Context: an optimization exercise on an open-source flow, tuned for small area, a short achievable clock period and few clock cycles. The choices shown serve that exercise and are no tape-out recipe.
At most, simulation tests tie the RTL to the original design; equivalence was not proved.
No activity file was given, so power comes from the tool's default toggle rates.

==> run a <==
## fpl
module fpl (
    input  wire         clk,
    input  wire         rst,             
    input  wire         row_we,
    input  wire [6:0]   row_addr,
    input  wire [7:0]   row_wdata,
    input  wire         bitcnt_we,
    input  wire [15:0]  bitcnt_wdata,
    input  wire         cmd_we,
    input  wire [2:0]   cmd_entry,
    output reg  [1:0]   phase,           
    output reg  [2:0]   outcome,
    output reg  [3:0]   variant,
    output reg          mic_ok,
    output wire [15:0]  bitoff,
    output reg  [4:0]   flen,
    output reg  [135:0] frame,           
    output reg  [19:0]  present,
    output reg  [23:0]  f_id,
    output reg  [15:0]  f_batt,
    output reg  [11:0]  f_batt_mv,
    output reg  [15:0]  f_temp,
    output reg  [7:0]   f_hum,
    output reg  [15:0]  f_press,
    output reg  [8:0]   f_wdir,
    output reg  [23:0]  f_wavg,
    output reg  [23:0]  f_wmax,
    output reg  [24:0]  f_rain,
    output reg  [15:0]  f_uv,
    output reg  [3:0]   f_uvi,
    output reg  [23:0]  f_light,
    output reg  [13:0]  f_pm25,
    output reg  [13:0]  f_pm10,
    output reg  [7:0]   f_moist,
    output reg  [2:0]   f_boost,
    output reg  [8:0]   f_adraw,
    output reg  [47:0]  f_rclk
);
  ...
make LEC_CHECK=0 CAP_MARGIN=20 CORE_MARGIN=2 CORE_UTILIZATION=40 PLACE_DENSITY=0.6 SLEW_MARGIN=20 finish   # period 10.0 ns
run.sh (not shown) runs the stock make flow with config.mk's settings and CLKGATE_MAP_FILE= SYNTH_SCRIPT=/design/flow/synth_recipe.tcl, a recipe that flattens the netlist after the stock synthesis.
==> run b: changes against run a <==
- SETUP_SLACK_MARGIN: default -> 5
- TNS_END_PERCENT: default -> 100
==> comparison <==
Of run a and run b, run b has the higher cell area (gap about 7%, measured against run b). In sequential cell count, run b and run a do not differ. Sequential power is about the same in run a and run b. In run b the global-route usage is higher than in run a, by 1.1 points. Critical path depth: run b is higher than run a (5). Between run b and run a, the lower hold slack is in run a (gap 0.0037 ns). Run b finished clean. Run a finished with timing, DRC and antenna clean. Against run a, the fmax of run b is higher by about 34%. Die area is the same in run a and run b. Against run a, the combinational power of run b is larger by about 6%. In synthesized cell count, run a and run b do not differ.
Testbench counts of run a, summed over its fixed seeds: cycles 21,098.
Testbench counts of run b, summed over its fixed seeds: cycles 21,098.


==> zinc <==
Another version of the RTL of fpl (not shown whole).
Design fpl, start of the top module:
module fpl (
    input  wire         clk,
    input  wire         rst,             
    input  wire         row_we,
    input  wire [6:0]   row_addr,
    input  wire [7:0]   row_wdata,
    input  wire         bitcnt_we,
    input  wire [15:0]  bitcnt_wdata,
    input  wire         cmd_we,
    input  wire [2:0]   cmd_entry,
    output reg  [1:0]   phase,           
    output reg  [2:0]   outcome,
    output reg  [3:0]   variant,
    output reg          mic_ok,
    output wire [15:0]  bitoff,
    output reg  [4:0]   flen,
    output reg  [135:0] frame,           
    output reg  [19:0]  present,
    output reg  [23:0]  f_id,
    output reg  [15:0]  f_batt,
    output reg  [11:0]  f_batt_mv,
    output reg  [15:0]  f_temp,
    output reg  [7:0]   f_hum,
    output reg  [15:0]  f_press,
    output reg  [8:0]   f_wdir,
    output reg  [23:0]  f_wavg,
    output reg  [23:0]  f_wmax,
    output reg  [24:0]  f_rain,
    output reg  [15:0]  f_uv,
    output reg  [3:0]   f_uvi,
    output reg  [23:0]  f_light,
    output reg  [13:0]  f_pm25,
    output reg  [13:0]  f_pm10,
    output reg  [7:0]   f_moist,
    output reg  [2:0]   f_boost,
    output reg  [8:0]   f_adraw,
    output reg  [47:0]  f_rclk
);
export LEC_CHECK = 0
export CAP_MARGIN = 20
export CORE_MARGIN = 2
export CORE_UTILIZATION = 40
export PLACE_DENSITY = 0.6
export SLEW_MARGIN = 20
export TNS_END_PERCENT = 100
create_clock -name core_clock -period 10.0 [get_ports {clk}]
standard.sh (not shown) runs the stock make flow with config.mk's settings and CLKGATE_MAP_FILE= SYNTH_SCRIPT=/design/flow/synth_recipe.tcl, a recipe that flattens the netlist after the stock synthesis.
==> flow/flow/run.sh <==
#!/bin/bash
set -euo pipefail
MARGIN=${MARGIN:-6.3}
bash standard.sh SETUP_SLACK_MARGIN=$MARGIN finish > layout_make.log 2>&1
==> inputs of willow, as changes to zinc <==
--- a/flow/design.v
+++ b/flow/design.v
@@ -514,32 +514,28 @@
             else            ta = {1'b0, temp12[10:0]};
         end
         else if (c_0530) begin ta = {1'b0, f1[2:0], f2}; tb = 12'd400; end
         else if (c_24 && t24ok) begin ta = {1'b0, f3[2:0], f4}; tb = 12'd400; end
         else if (c_25) begin ta = {2'b0, f1[1:0], f2}; tb = 12'd400; end
     end
     wire [15:0] temp_v = {4'd0, ta} - {4'd0, tb};
     wire [15:0] rr   = c_24 ? {f9, f8} : c_0530 ? {f4, f3} : 16'd0;
-    wire [23:0] rh   = {rr, 7'd0} + (is65 ? {8'hFF, ~rr} : {4'd0, rr, 4'd0})
-                     + (is65 ? 24'd0 : {6'd0, rr, 2'd0}) + (is65 ? 24'd1 : {7'd0, rr, 1'd0});   
+    wire [19:0] r11  = {rr, 3'b000} + {rr, 1'b0} + rr;           
+    wire [23:0] rh   = {rr, 7'd0} + (is65 ? {8'hFF, ~rr} : {3'd0, r11, 1'b0}) + is65;   
     wire [24:0] rain_v = {rh, 1'b0};
     function [23:0] wmul;
         input [8:0] x;
         input       k65;
-        reg [23:0] X;
+        reg [23:0] x3, y, y3;
         begin
-            X = {15'd0, x};
-            wmul = (k65 ? (X << 12) : (X << 14))
-                 + (k65 ? (X << 11) : ~(X << 11))
-                 + (k65 ? (X << 8)  : ~(X << 8))
-                 + (k65 ? ~(X << 4) : ~(X << 6))
-                 + (k65 ? ~(X << 3) : ~(X << 4))
-                 + (k65 ? ~X : 24'd0)
-                 + (k65 ? 24'd3 : 24'd4);
+            x3 = {x, 1'b0} + x;
+            y  = {x, 7'd0} - x3;
+            y3 = {y, 1'b0} + y;
+            wmul = {y3, 4'd0} + (k65 ? y3 : {y, 6'd0});
         end
     endfunction
     wire [8:0]  wspd9 = {f3[4], f6};
     wire [8:0]  wdir9 = {f3[7], f2};
     wire        wavg_ok = c_24 && (wspd9 != 9'h1FF);
     wire        wmax_ok = c_24 && (f7 != 8'hFF);
     wire [23:0] wavg_v = wmul(wavg_ok ? wspd9 : 9'd0, is65);
     wire [23:0] wmax_v = wmul(wmax_ok ? {1'b0, f7} : 9'd0, is65);
==> flow/run.sh (new file) <==
#!/bin/bash
# synth_recipe.tcl (not shown) runs the flow's synth.tcl, then flattens the netlist and writes it again
# the make line also repeats each setting of config.mk as NAME=value (left out here)
make -C /OpenROAD-flow-scripts/flow DESIGN_CONFIG=/design/flow/config.mk WORK_HOME=/design/flow/orfs CLKGATE_MAP_FILE= SYNTH_SCRIPT=/design/flow/synth_recipe.tcl finish
- SETUP_SLACK_MARGIN: not set -> 5
removed: flow/flow/run.sh
removed: flow/standard.sh
==> inputs of maple, as changes to zinc <==
--- a/flow/design.v
+++ b/flow/design.v
@@ -358,32 +358,35 @@
             SRC_9:   d_frame[8*j +: 8] = (j < 5)  ? fr9[8*j +: 8] : 8'd0;
             default: d_frame[8*j +: 8] = cap[8*j +: 8];
             endcase
             if (!lm[j])
                 d_frame[8*j +: 8] = 8'd0;
         end
     end
     reg  [10:0] off_r;
+    reg  [15:0] vh;              
     assign bitoff = {5'd0, off_r};
     wire illegal = (ent > 3'd4) || bc_ill;
     wire decide  = replay ? covered : (!busy && cmd_we && (covered || illegal));
     always @(posedge clk) begin
         if (rst) begin
             st      <= ST_IDLE;
             phase   <= PH_IDLE;
             outcome <= 3'd0;
             variant <= V_NONE;
+            vh      <= 16'd1 << V_NONE;
             off_r   <= 11'd0;
             frame   <= 136'd0;
         end else begin
             if (decide) begin
                 st      <= ST_FIELDS;
                 outcome <= d_oc;
                 variant <= d_var;
+                vh      <= 16'd1 << d_var;
                 off_r   <= d_off;
                 frame   <= d_frame;
             end
             case (st)
             ST_IDLE: begin
                 if (cmd_we) begin
                     phase   <= PH_BUSY;
                     entry_r <= cmd_entry;
@@ -417,18 +420,37 @@
     wire [15:0]  n_uv;
     wire [3:0]   n_uvi;
     wire [23:0]  n_light;
     wire [13:0]  n_pm25, n_pm10;
     wire [7:0]   n_moist;
     wire [2:0]   n_boost;
     wire [8:0]   n_adraw;
     wire [47:0]  n_rclk;
+    wire [8:0]  xa = {cap[28], cap[55:48]};
+    wire [7:0]  xm = cap[63:56];
+    reg  [15:0] ya;
+    reg  [17:0] y3a;
+    reg  [14:0] ym;
+    reg  [16:0] y3m;
+    always @(posedge clk) begin
+        ya  <= {xa, 7'd0} - {xa, 1'b0} - xa;
+        y3a <= {xa, 9'd0} - {xa, 7'd0} - {xa, 3'd0} - xa;
+        ym  <= {xm, 7'd0} - {xm, 1'b0} - xm;
+        y3m <= {xm, 9'd0} - {xm, 7'd0} - {xm, 3'd0} - xm;
+    end
+    wire [15:0] rcap = cap[79:64];
+    wire [15:0] rfix = {fr7[39:32], fr7[31:24]};
+    reg  [20:0] rbc, rbf;
+    always @(posedge clk) begin
+        rbc <= {rcap, 4'd0} + {rcap, 2'd0} + {rcap, 1'b0};
+        rbf <= {rfix, 4'd0} + {rfix, 2'd0} + {rfix, 1'b0};
+    end
     fpl_dec u_dec (
-        .variant(variant), .frame(frame),
+        .vh(vh), .frame(frame), .ya(ya), .y3a(y3a), .ym(ym), .y3m(y3m), .rbc(rbc), .rbf(rbf),
         .mic_ok(n_mic_ok), .flen(n_flen), .present(n_present),
         .f_id(n_id), .f_batt(n_batt), .f_batt_mv(n_batt_mv), .f_temp(n_temp),
         .f_hum(n_hum), .f_press(n_press), .f_wdir(n_wdir), .f_wavg(n_wavg),
         .f_wmax(n_wmax), .f_rain(n_rain), .f_uv(n_uv), .f_uvi(n_uvi),
         .f_light(n_light), .f_pm25(n_pm25), .f_pm10(n_pm10), .f_moist(n_moist),
         .f_boost(n_boost), .f_adraw(n_adraw), .f_rclk(n_rclk)
     );
     always @(posedge clk) begin
@@ -437,26 +459,36 @@
             f_id <= 24'd0;  f_batt <= 16'd0; f_batt_mv <= 12'd0; f_temp <= 16'd0;
             f_hum <= 8'd0;  f_press <= 16'd0; f_wdir <= 9'd0;    f_wavg <= 24'd0;
             f_wmax <= 24'd0; f_rain <= 25'd0; f_uv <= 16'd0;     f_uvi <= 4'd0;
             f_light <= 24'd0; f_pm25 <= 14'd0; f_pm10 <= 14'd0;  f_moist <= 8'd0;
             f_boost <= 3'd0; f_adraw <= 9'd0; f_rclk <= 48'd0;
         end else begin
             mic_ok <= n_mic_ok; flen <= n_flen; present <= n_present;
             f_id <= n_id;  f_batt <= n_batt; f_batt_mv <= n_batt_mv; f_temp <= n_temp;
-            f_hum <= n_hum;  f_press <= n_press; f_wdir <= n_wdir;    f_wavg <= n_wavg;
-            f_wmax <= n_wmax; f_rain <= n_rain; f_uv <= n_uv;     f_uvi <= n_uvi;
+            f_hum <= n_hum;  f_press <= n_press; f_wdir <= n_wdir;
+            if (st == ST_FIELDS) begin
+                f_wavg <= n_wavg;
+                f_wmax <= n_wmax;
+                f_rain <= n_rain;
+            end f_uv <= n_uv;     f_uvi <= n_uvi;
             f_light <= n_light; f_pm25 <= n_pm25; f_pm10 <= n_pm10;  f_moist <= n_moist;
             f_boost <= n_boost; f_adraw <= n_adraw; f_rclk <= n_rclk;
         end
     end
 endmodule
 module fpl_dec (
-    input  wire [3:0]   variant,
+    input  wire [15:0]  vh,              
     input  wire [135:0] frame,
+    input  wire [15:0]  ya,              
+    input  wire [17:0]  y3a,             
+    input  wire [14:0]  ym,              
+    input  wire [16:0]  y3m,             
+    input  wire [20:0]  rbc,             
+    input  wire [20:0]  rbf,             
     output wire         mic_ok,
     output reg  [4:0]   flen,
     output reg  [19:0]  present,
     output reg  [23:0]  f_id,
     output reg  [15:0]  f_batt,
     output reg  [11:0]  f_batt_mv,
     output reg  [15:0]  f_temp,
     output reg  [7:0]   f_hum,
@@ -474,80 +506,74 @@
     output reg  [2:0]   f_boost,
     output reg  [8:0]   f_adraw,
     output reg  [47:0]  f_rclk
 );
     localparam [3:0] V_WH2 = 4'd0, V_WH2A = 4'd1, V_WH5 = 4'd2, V_TELLDUS = 4'd3,
                      V_WH0530 = 4'd4, V_WH24 = 4'd5, V_WH65B = 4'd6, V_WH25 = 4'd7,
                      V_WH32 = 4'd8, V_WH32B = 4'd9, V_WH0290 = 4'd10, V_WH51 = 4'd11,
                      V_ALV1 = 4'd12, V_ALV2 = 4'd13, V_ALDCF = 4'd14, V_NONE = 4'd15;
-    assign mic_ok = (variant != V_NONE);
+    assign mic_ok = !vh[V_NONE];
     wire [7:0] f0  = frame[7:0];
     wire [7:0] f1  = frame[15:8];
     wire [7:0] f2  = frame[23:16];
     wire [7:0] f3  = frame[31:24];
     wire [7:0] f4  = frame[39:32];
     wire [7:0] f5  = frame[47:40];
     wire [7:0] f6  = frame[55:48];
     wire [7:0] f7  = frame[63:56];
     wire [7:0] f8  = frame[71:64];
     wire [7:0] f9  = frame[79:72];
     wire [7:0] f10 = frame[87:80];
     wire [7:0] f11 = frame[95:88];
     wire [7:0] f12 = frame[103:96];
     wire [7:0] f13 = frame[111:104];
     wire [7:0] f14 = frame[119:112];
-    wire c_wh2  = (variant <= V_TELLDUS);
-    wire c_0530 = (variant == V_WH0530) || (variant == V_ALV1) || (variant == V_ALV2);
-    wire c_dcf  = (variant == V_ALDCF);
-    wire c_24   = (variant == V_WH24) || (variant == V_WH65B);
-    wire c_25   = (variant == V_WH25) || (variant == V_WH32) || (variant == V_WH32B);
-    wire c_0290 = (variant == V_WH0290);
-    wire c_51   = (variant == V_WH51);
-    wire is65   = (variant == V_WH65B);
+    wire c_wh2  = (vh[V_WH2] | vh[V_WH2A] | vh[V_WH5] | vh[V_TELLDUS]);
+    wire c_0530 = vh[V_WH0530] | vh[V_ALV1] | vh[V_ALV2];
+    wire c_dcf  = vh[V_ALDCF];
+    wire c_24   = vh[V_WH24] | vh[V_WH65B];
+    wire c_25   = vh[V_WH25] | vh[V_WH32] | vh[V_WH32B];
+    wire c_0290 = vh[V_WH0290];
+    wire c_51   = vh[V_WH51];
+    wire is65   = vh[V_WH65B];
     wire [11:0] temp12 = {f1[3:0], f2};
     wire        t24ok  = ({f3[2:0], f4} != 11'h7FF);
     reg  [11:0] ta, tb;
     always @* begin
         ta = 12'd0; tb = 12'd0;
-        if (variant == V_WH5) begin ta = temp12; tb = 12'd400; end
+        if (vh[V_WH5]) begin ta = temp12; tb = 12'd400; end
         else if (c_wh2) begin
             if (temp12[11]) tb = {1'b0, temp12[10:0]};
             else            ta = {1'b0, temp12[10:0]};
         end
         else if (c_0530) begin ta = {1'b0, f1[2:0], f2}; tb = 12'd400; end
         else if (c_24 && t24ok) begin ta = {1'b0, f3[2:0], f4}; tb = 12'd400; end
         else if (c_25) begin ta = {2'b0, f1[1:0], f2}; tb = 12'd400; end
     end
     wire [15:0] temp_v = {4'd0, ta} - {4'd0, tb};
     wire [15:0] rr   = c_24 ? {f9, f8} : c_0530 ? {f4, f3} : 16'd0;
-    wire [23:0] rh   = {rr, 7'd0} + (is65 ? {8'hFF, ~rr} : {4'd0, rr, 4'd0})
-                     + (is65 ? 24'd0 : {6'd0, rr, 2'd0}) + (is65 ? 24'd1 : {7'd0, rr, 1'd0});   
+    wire        rneg = c_24 && is65;
+    wire [23:0] rt   = rneg ? {8'hFF, ~rr} : c_24 ? {3'd0, rbc} : c_0530 ? {3'd0, rbf} : 24'd0;
+    wire [23:0] rh   = {1'b0, rr, 7'd0} + rt + {23'd0, rneg};
     wire [24:0] rain_v = {rh, 1'b0};
     function [23:0] wmul;
-        input [8:0] x;
-        input       k65;
-        reg [23:0] X;
+        input [15:0] y;
+        input [17:0] y3;
+        input        k65;
         begin
-            X = {15'd0, x};
-            wmul = (k65 ? (X << 12) : (X << 14))
-                 + (k65 ? (X << 11) : ~(X << 11))
-                 + (k65 ? (X << 8)  : ~(X << 8))
-                 + (k65 ? ~(X << 4) : ~(X << 6))
-                 + (k65 ? ~(X << 3) : ~(X << 4))
-                 + (k65 ? ~X : 24'd0)
-                 + (k65 ? 24'd3 : 24'd4);
+            wmul = k65 ? ({2'd0, y3, 4'd0} + {6'd0, y3}) : ({1'b0, y, 7'd0} - {4'd0, y, 4'd0});
         end
     endfunction
     wire [8:0]  wspd9 = {f3[4], f6};
     wire [8:0]  wdir9 = {f3[7], f2};
     wire        wavg_ok = c_24 && (wspd9 != 9'h1FF);
     wire        wmax_ok = c_24 && (f7 != 8'hFF);
-    wire [23:0] wavg_v = wmul(wavg_ok ? wspd9 : 9'd0, is65);
-    wire [23:0] wmax_v = wmul(wmax_ok ? {1'b0, f7} : 9'd0, is65);
+    wire [23:0] wavg_v = wavg_ok ? wmul(ya, y3a, is65) : 24'd0;
+    wire [23:0] wmax_v = wmax_ok ? wmul({1'b0, ym}, {1'b0, y3m}, is65) : 24'd0;
     wire [15:0] uv16 = {f10, f11};
     reg  [3:0]  uvi_v;
     always @* begin
         if      (uv16 > 16'd5029) uvi_v = 4'd13;
         else if (uv16 > 16'd4650) uvi_v = 4'd12;
         else if (uv16 > 16'd4277) uvi_v = 4'd11;
         else if (uv16 > 16'd3918) uvi_v = 4'd10;
         else if (uv16 > 16'd3512) uvi_v = 4'd9;
@@ -574,24 +600,24 @@
         f_light = 24'd0; f_pm25 = 14'd0; f_pm10 = 14'd0;    f_moist = 8'd0;
         f_boost = 3'd0; f_adraw = 9'd0;  f_rclk = 48'd0;
         flen = 5'd0;
         f_temp = temp_v;
         f_rain = rain_v;
         f_wavg = wavg_v;
         f_wmax = wmax_v;
         if (c_wh2) begin
-            flen = (variant == V_WH2A) ? 5'd6 : 5'd5;
+            flen = vh[V_WH2A] ? 5'd6 : 5'd5;
             f_id = {16'd0, f0[3:0], f1[7:4]};
             present[0] = 1'b1;
             present[3] = 1'b1;
             if (f3 != 8'hFF) begin f_hum = f3; present[4] = 1'b1; end
         end
         if (c_0530) begin
-            flen   = (variant == V_WH0530) ? 5'd8 : (variant == V_ALV1) ? 5'd7 : 5'd11;
+            flen   = vh[V_WH0530] ? 5'd8 : vh[V_ALV1] ? 5'd7 : 5'd11;
             f_id   = {16'd0, f0[3:0], f1[7:4]};
             f_batt = {15'd0, ~f1[3]};
             present[0] = 1'b1; present[1] = 1'b1;
             present[3] = 1'b1; present[9] = 1'b1;
         end
         if (c_dcf) begin
             flen   = 5'd11;
             f_id   = {16'd0, f1};
@@ -617,17 +643,17 @@
             if (light24 != 24'hFFFFFF) begin f_light = light24; present[12] = 1'b1; end
         end
         if (c_25) begin
             flen   = 5'd8;
             f_id   = {16'd0, f0[3:0], f1[7:4]};
             f_batt = {15'd0, ~f1[3]};
             present[0] = 1'b1; present[1] = 1'b1; present[3] = 1'b1;
             if (f3 != 8'hFF) begin f_hum = f3; present[4] = 1'b1; end
-            if (variant != V_WH32 && press16 != 16'hFFFF) begin
+            if (!vh[V_WH32] && press16 != 16'hFFFF) begin
                 f_press = press16; present[5] = 1'b1;
             end
         end
         if (c_0290) begin
             flen   = 5'd8;
             f_id   = {16'd0, f1};
             f_batt = {14'd0, f4[7:6]};
             f_pm25 = {f2[5:0], f3};
==> flow/flow/run.sh (replaced) <==
#!/bin/bash
set -euo pipefail
bash standard.sh SETUP_SLACK_MARGIN=6.2 finish > layout_make.log 2>&1
==> notes <==
- Power is about the same in maple and zinc.
- Of willow and zinc, zinc has the higher non-clock buffer count (gap 115).
- Of willow and maple, willow has the higher utilization (gap 0.40 points).
- Against maple, the global-route usage of willow is higher by 1.7 points.
- Setup slack, lowest first: willow, zinc, maple.
- The highest design area belongs to maple, the lowest to willow.
- Area after synthesis: maple > zinc > willow.
- Register-to-register slack, highest first: maple, zinc, willow.
- The lowest combinational power belongs to willow, the highest to zinc.
Testbench counts of willow, summed over its fixed seeds: cycles 21,098.
Testbench counts of maple, summed over its fixed seeds: cycles 21,098.
The RTL of zinc was laid out without a check of its function.

[separate check: timing with driven ports]
How much do the figures lean on ideal ports? The routed layouts below were timed once more, with nothing changed but the port constraints.
Step 1 sets driving cells, clkbuf_16 on the clock port and buf_2 on the other inputs (assumed; they add their load-dependent delay and slew).
Step 2 adds t to the input delays and takes it off the output delays; t is the mean of the earliest and latest rising clock arrival at the registers after step 1. Input paths then give back, and output paths get back, about the clock's delay inside the block.
Three values: no drivers, after step 1, after step 2; two values: the first two.
run | t (ns) | setup WS [ns] | worst setup path at the end | worst data-port slew with drivers (ns)
run a | 0.915 | 1.766 / 1.766 / 1.766 | register to register | 0.12
run b | 0.905 | 3.864 / 3.864 / 3.555 | input to register | 0.12
zinc | 0.935 | 4.916 / 4.916 / 4.879 | input to register | 0.39
willow | 0.958 | 3.954 / 3.954 / 3.954 | register to register | 0.07
maple | 0.970 | 5.900 / 5.900 / 4.954 | input to register | 0.38
After both steps every run listed still meets setup and hold. For maple, which loses most, drivers alone change the setup slack by 0.000 ns; drivers and shift together by -0.946 ns.
